This is an optimization exercise on Yosys and OpenROAD, whose aim is a short achievable clock period and few clock cycles per item, not a production implementation. Only simulation tests tie the RTL to the original design; equivalence was not proved. No activity file was given, so power comes from the tool's default toggle rates.

==> flow/design.v (excerpt) <==
module upxl_encoder (
  input  wire        clk,
  input  wire        rst,
  input  wire        cmd_valid,
  output wire        cmd_ready,
  input  wire [1:0]  cmd_kind,
  input  wire [7:0]  cmd_chan,
  input  wire [7:0]  cmd_order,
  input  wire        cmd_nelem4,
  input  wire [7:0]  cmd_bright,
  input  wire [31:0] cmd_freq,
  input  wire [15:0] cmd_npix,
  input  wire        pix_valid,
  output wire        pix_ready,
  input  wire [31:0] pix_color,
  output reg         out_valid,
  input  wire        out_ready,
  output reg  [31:0] out_data,
  output reg  [2:0]  out_nbytes,
  output reg         out_last,
  output reg         done,
  output reg  [2:0]  done_flags,
  output reg  [11:0] done_len
);
  localparam DQ = 8;      
  localparam GQ = 4;      
  localparam PQ = 4;      
  localparam RQ = 16;     
  localparam OD = 8;      
  localparam GW = 2 + 8 + 8 + 1 + 8 + 32 + 10 + 2;
  integer i;
  function gtc16(input [15:0] x, input [15:0] c);
    integer j;
    reg eq;
    begin
      gtc16 = 1'b0;
      eq = 1'b1;
      for (j = 15; j >= 0; j = j - 1) begin
        if (eq && x[j] && !c[j]) gtc16 = 1'b1;
        eq = eq && (x[j] == c[j]);
      end
    end
  endfunction
  function [11:0] add12(input [11:0] a, input [11:0] b);
    reg [11:0] g, p, gg, pp;
    integer j, d;
    begin
      g = a & b;
      p = a ^ b;
      gg = g;
      pp = p;
      for (d = 1; d < 12; d = d * 2)
        for (j = 11; j >= d; j = j - 1) begin
          gg[j] = gg[j] | (pp[j] & gg[j-d]);
          pp[j] = pp[j] & pp[j-d];
        end
      add12 = p ^ {gg[10:0], 1'b0};
    end
  endfunction
  function [9:0] dec10(input [9:0] x);
    integer j;
    begin
      for (j = 0; j < 10; j = j + 1)
        dec10[j] = x[j] ^ ~(|(x & ((10'd1 << j) - 10'd1)));
    end
  endfunction
  function [16:0] th_upd(input [16:0] n, input inc, input dec);
    th_upd = inc ? (dec ? n : {n[15:0], 1'b1}) : (dec ? {1'b0, n[16:1]} : n);
  endfunction
  function [DQ-1:0] rot_dq(input [DQ-1:0] x); rot_dq = {x[DQ-2:0], x[DQ-1]}; endfunction
  function [GQ-1:0] rot_gq(input [GQ-1:0] x); rot_gq = {x[GQ-2:0], x[GQ-1]}; endfunction
  ...
==> flow/config.mk <==
export PLATFORM = sky130hd
export DESIGN_NAME = upxl_encoder
export DESIGN_NICKNAME = upxl_encoder
export VERILOG_FILES = /design/flow/design.v
export SDC_FILE = /design/flow/constraint.sdc
export NUM_CORES = 4
export LEC_CHECK = 0
export ABC_CLOCK_PERIOD_IN_PS = 2000
export CAP_MARGIN = 20
export CORE_MARGIN = 2
export CORE_UTILIZATION = 60
export CTS_CLUSTER_SIZE = 30
export PLACE_DENSITY = 0.7
export SETUP_SLACK_MARGIN = 2.6
export SLEW_MARGIN = 20
export TNS_END_PERCENT = 20
==> flow/constraint.sdc <==
create_clock -name core_clock -period 5.0 [get_ports {clk}]
set_input_delay 1.0000 -clock core_clock [delete_from_list [all_inputs] [get_ports {clk}]]
set_output_delay 1.0000 -clock core_clock [all_outputs]
set_load 0.01 [all_outputs]
standard.sh (not shown) runs the stock make flow with config.mk's settings and CLKGATE_MAP_FILE= SYNTH_SCRIPT=/design/flow/synth_recipe.tcl, a recipe that flattens the netlist after the stock synthesis.
==> flow/flow/run.sh <==
#!/bin/bash
# Own layout flow: the standard synthesis and ORFS layout, unchanged
# except for two layout settings passed to make:
#  - every input and output port gets a sky130_fd_sc_hd__buf_8 buffer
#    (buffer_ports otherwise picks a slow clkdlybuf4s50_1 delay cell);
#  - MATCH_CELL_FOOTPRINT=0, so timing repair may resize cells to other
#    footprints.
# Each tool's output goes to a log file here; ORFS keeps its own logs in
# orfs/logs/.
set -euo pipefail
cd "$(dirname "$0")/.."
bash standard.sh synth > flow_synth.log 2>&1
sed 's#CLKGATE_MAP_FILE= #CLKGATE_MAP_FILE= MATCH_CELL_FOOTPRINT=0 BUFFER_PORTS_ARGS="-buffer_cell sky130_fd_sc_hd__buf_8" #' \
  standard.sh > flow_layout.sh
grep -q 'BUFFER_PORTS_ARGS' flow_layout.sh
bash flow_layout.sh finish > flow_layout.log 2>&1
test -s out/final.def
Testbench counts at the start, summed over its fixed seeds: cycles 50,002, bytes 180,206.
Then changed:
--- a/flow/design.v
+++ b/flow/design.v
@@ -625,16 +625,12 @@
       oq_pop = (!out_valid || out_ready) && oq_n[0];
       if (!out_valid || out_ready)
         out_valid <= oq_n[0];
       if (s2_v) oq_wr <= rot_od(oq_wr);
       if (oq_pop) oq_rd <= rot_od(oq_rd);
       oq_n <= th_upd(oq_n, s2_v, oq_pop);
       pop_d <= oq_pop;
-      cu_n  <= th_upd(cu_n, g_v, pop_d);
-      case ({g_v, pop_d})
-        2'b10:   gen_ok <= !cu_n[OD-3];
-        2'b01:   gen_ok <= !cu_n[OD-1];
-        default: gen_ok <= !cu_n[OD-2];
-      endcase
+      cu_n  <= th_upd(cu_n, emit, pop_d);
+      gen_ok <= pop_d ? !cu_n[OD-1] : !cu_n[OD-2];
     end
   end
 endmodule
Result: The new run went through all stages and came out clean. First-iteration DRC count went up by a little under a tenth. Global-route usage is about the same. Setup slack gets worse by 34 ps. Worst hold slack gets worse by 11 ps. Via count went up slightly.
Testbench counts after the change, summed over its fixed seeds: cycles 50,002, bytes 180,206.

* * *

upxl_encoder, a different RTL version from the one above (not shown whole).
For scale: about 6400 cells after synthesis, roughly 170 I/O pins.
Settings: LEC_CHECK=0, ABC_CLOCK_PERIOD_IN_PS=2000, CAP_MARGIN=20, CORE_MARGIN=2, CORE_UTILIZATION=60, CTS_CLUSTER_SIZE=30, PLACE_DENSITY=0.7, SETUP_SLACK_MARGIN=2.6, SLEW_MARGIN=20, TNS_END_PERCENT=100; clock period 5.0 ns.
Scripts as last shown in full above: flow/flow/run.sh
The starting point finished with timing, DRC and antenna clean.
Testbench counts at the start, summed over its fixed seeds: cycles 50,002, bytes 180,206.
Then changed:
--- a/flow/design.v
+++ b/flow/design.v
@@ -234,13 +234,13 @@
   wire        pix_take = pix_valid && pix_ready_r;
   reg  [9:0]  cur;             
   reg  [2:0]  cur_is;          
   reg         pin_v;
   reg  [31:0] pin_d;
   reg  [32*RQ-1:0] rq;
-  reg  [RQ-1:0] rq_wr, rq_rd, rq_we;
+  reg  [RQ-1:0] rq_wr, rq_rd;
   reg  [RQ:0]   rq_n;
   reg  [127:0]  hw;            
   reg  [3:0]    hv;            
   wire [31:0]   h0 = hw[31:0];
   wire [31:0]   h1 = hw[63:32];
   wire [RQ-1:0] rq_rd1 = rot_rq(rq_rd);
@@ -278,13 +278,13 @@
   reg [3:0]  s1_poh;
   reg        s2_v, s2_fin;
   reg [31:0] s2_d;
   reg [3:0]  s2_seld;         
   reg [15:0] s2_selc;         
   reg [2:0]  s2_nbr;
-  reg [31:0] crc, crc_h;
+  reg [31:0] crc;
   reg [36*OD-1:0] oq;
   reg [OD-1:0] oq_wr, oq_rd;
   reg [OD:0]   oq_n;
   reg [OD:0]   cu_n;           
   reg          pop_d;          
   reg [3:0]    fr_n;           
@@ -374,21 +374,21 @@
   wire [31:0] cw = ({32{g_poh[0]}} & g_d) |
                    ({32{g_poh[1]}} & {g_d[23:0], g_prev[31:24]}) |
                    ({32{g_poh[2]}} & {g_d[15:0], g_prev[31:16]}) |
                    ({32{g_poh[3]}} & {g_d[7:0],  g_prev[31:8]});
   wire [31:0] mw_word, m_crc;
   wire [31:0] mi0, mi1, mi2, mi3;
-  wire [31:0] c_minit = ({32{c_poh[0]}} & mi0) | ({32{c_poh[1]}} & mi1) |
-                        ({32{c_poh[2]}} & mi2) | ({32{c_poh[3]}} & mi3);
+  wire [31:0] s1_minit = ({32{s1_poh[0]}} & mi0) | ({32{s1_poh[1]}} & mi1) |
+                         ({32{s1_poh[2]}} & mi2) | ({32{s1_poh[3]}} & mi3);
   upxl_crc32_init u_i0 (.p(2'd0), .m_init(mi0));
   upxl_crc32_init u_i1 (.p(2'd1), .m_init(mi1));
   upxl_crc32_init u_i2 (.p(2'd2), .m_init(mi2));
   upxl_crc32_init u_i3 (.p(2'd3), .m_init(mi3));
   upxl_crc32 u_mw (.x(c_cw), .y(mw_word));
   upxl_crc32 u_mc (.x(crc), .y(m_crc));
-  wire [31:0] crc_v = ~crc_h;
+  wire [31:0] crc_v = ~crc;
   reg  [3:0]  s1_seld;
   reg  [15:0] s1_selc;
   always @(*) begin : lanesel
     integer j, b, p;
     for (j = 0; j < 4; j = j + 1) begin
       s1_seld[j] = 1'b1;
@@ -454,13 +454,13 @@
       if (w_valid && w_ok && gq_wr[i])
         gq[GW*i +: GW] <= w_gq;
     for (i = 0; i < PQ; i = i + 1)
       if (w_valid && w_haspx && pq_wr[i])
         pq[10*i +: 10] <= w_npix;
     for (i = 0; i < RQ; i = i + 1)
-      if (rq_we[i])
+      if (pin_v && rq_wr[i])
         rq[32*i +: 32] <= pin_d;
     for (i = 0; i < OD; i = i + 1)
       if (s2_v && oq_wr[i])
         oq[36*i +: 36] <= {s2_fin, s2_nb, s2_word};
     hw <= hw_n;
     if (gs_idle) begin
@@ -520,23 +520,20 @@
     c_cw    <= cw;
     s1_first <= c_first;
     s1_lastb <= c_lastb;
     s1_fin   <= c_fin;
     s1_d     <= c_d;
     s1_poh   <= c_poh;
-    s1_mw    <= mw_word ^ ({32{c_first}} & c_minit);
+    s1_mw    <= mw_word;
     s2_fin   <= s1_fin;
     s2_d     <= s1_d;
     s2_seld  <= s1_seld;
     s2_selc  <= s1_selc;
     s2_nbr   <= s1_fin ? {s1_poh[0], s1_poh[1] | s1_poh[2], s1_poh[1] | s1_poh[3]} : 3'd4;
-    if (s1_v && !s1_fin) begin
-      crc   <= m_crc ^ s1_mw;
-      crc_h <= m_crc ^ s1_mw;
-    end else if (s1_v && s1_fin)
-      crc <= 32'd0;
+    crc <= ({32{s1_v & ~s1_fin}} & (({32{s1_first}} & s1_minit) ^ ({32{~s1_first}} & m_crc) ^ s1_mw)) |
+           ({32{~s1_v | s1_fin}} & crc);
     if (!out_valid || out_ready)
       {out_last, out_nbytes, out_data} <= oq_head;
     if (rst) begin
       cmd_ready_r <= 1'b1;
       v_valid <= 1'b0;
       w_valid <= 1'b0;
@@ -545,21 +542,19 @@
       gq_wr <= 1; gq_rd <= 1; gq_n <= 0;
       pq_wr <= 1; pq_rd <= 1; pq_n <= 0;
       pix_ready_r <= 1'b0;
       cur    <= 10'd0;
       cur_is <= 3'b001;
       pin_v  <= 1'b0;
-      rq_we  <= {RQ{1'b0}};
       rq_wr <= 1; rq_rd <= 1; rq_n <= 0;
       hv     <= 4'b0000;
       {gs_fin, gs_body, gs_w2, gs_w1, gs_idle} <= 5'b00001;
       gen_ok <= 1'b1;
       g_v    <= 1'b0;
       g_prev <= 32'd0;
       c_v    <= 1'b0;
-      crc    <= 32'd0;
       s1_v   <= 1'b0;
       s2_v   <= 1'b0;
       pop_d  <= 1'b0;
       oq_wr <= 1; oq_rd <= 1; oq_n <= 0;
       cu_n   <= 0;
       fr_n   <= 0;
@@ -599,13 +594,12 @@
       end
       pix_ready_r <= !rq_n[RQ-3] &&
                      (cur_load || !(cur_is[0] || (cur_is[1] && pix_take)));
       if (pq_pop) pq_rd <= rot_pq(pq_rd);
       pq_n <= th_upd(pq_n, w_valid && w_haspx, pq_pop);
       pin_v <= pix_take;
-      rq_we <= {RQ{pix_take}} & (pin_v ? rot_rq(rq_wr) : rq_wr);
       if (pin_v) rq_wr <= rot_rq(rq_wr);
       if (rt1) rq_rd <= rq_rd1;
       if (rt2) rq_rd <= rot_rq(rq_rd1);
       rq_n <= ({(RQ+1){pin_v & rt0}} & {rq_n[RQ-1:0], 1'b1}) |
               ({(RQ+1){~pin_v & rt1 | pin_v & rt2}} & {1'b0, rq_n[RQ:1]}) |
               ({(RQ+1){~pin_v & rt2}} & {2'b0, rq_n[RQ:2]}) |
The changed run went through all stages and came out clean.
Wire length drops by 1.8%.
Flip-flop and latch count drops by 47.
Maximum frequency climbs by 1.1%.
Power drops by 0.58%.
Global-route usage climbs by 0.18 points.
Final area drops by 0.69%.
Hold slack loses 12 ps.
Sequential power barely changes.
Testbench counts after the change, summed over its fixed seeds: cycles 50,002, bytes 180,206.

==> port drivers added, routing unchanged <==
No port has a modelled driver above. Below, the same layouts with a new extraction and two added sets of constraints. Step 1 sets driving cells, clkbuf_16 on the clock port and buf_2 on the other inputs (assumed; they add their load-dependent delay and slew). Step 2 also shifts input and output timing later by t, the mid clock arrival at the registers, as if the neighbouring blocks saw the same clock. Three values: ideal ports, drivers, drivers and shift; two values: the first two.
run | shift t [ns] | slack for setup (ns) | clock arrival spread, ns | worst register clock-pin slew, ns | worst data-port slew with drivers (ns)
the first run of note 1 | 0.918 | 2.481 / 2.439 / 2.060 | 0.036 / 0.036 | 0.07 / 0.07 | 0.09
the second run of note 1 | 0.923 | 2.447 / 2.444 / 2.038 | 0.048 / 0.048 | 0.07 / 0.07 | 0.10
the first run of note 2 | 0.918 | 2.534 / 2.447 / 2.004 | 0.049 / 0.048 | 0.07 / 0.07 | 0.07
the second run of note 2 | 0.925 | 2.560 / 2.474 / 2.141 | 0.062 / 0.062 | 0.07 / 0.07 | 0.09
After both steps setup and hold are still met in every run listed. For the first run of note 2, which loses most, drivers alone change the setup slack by -0.087 ns; drivers and shift together by -0.530 ns.
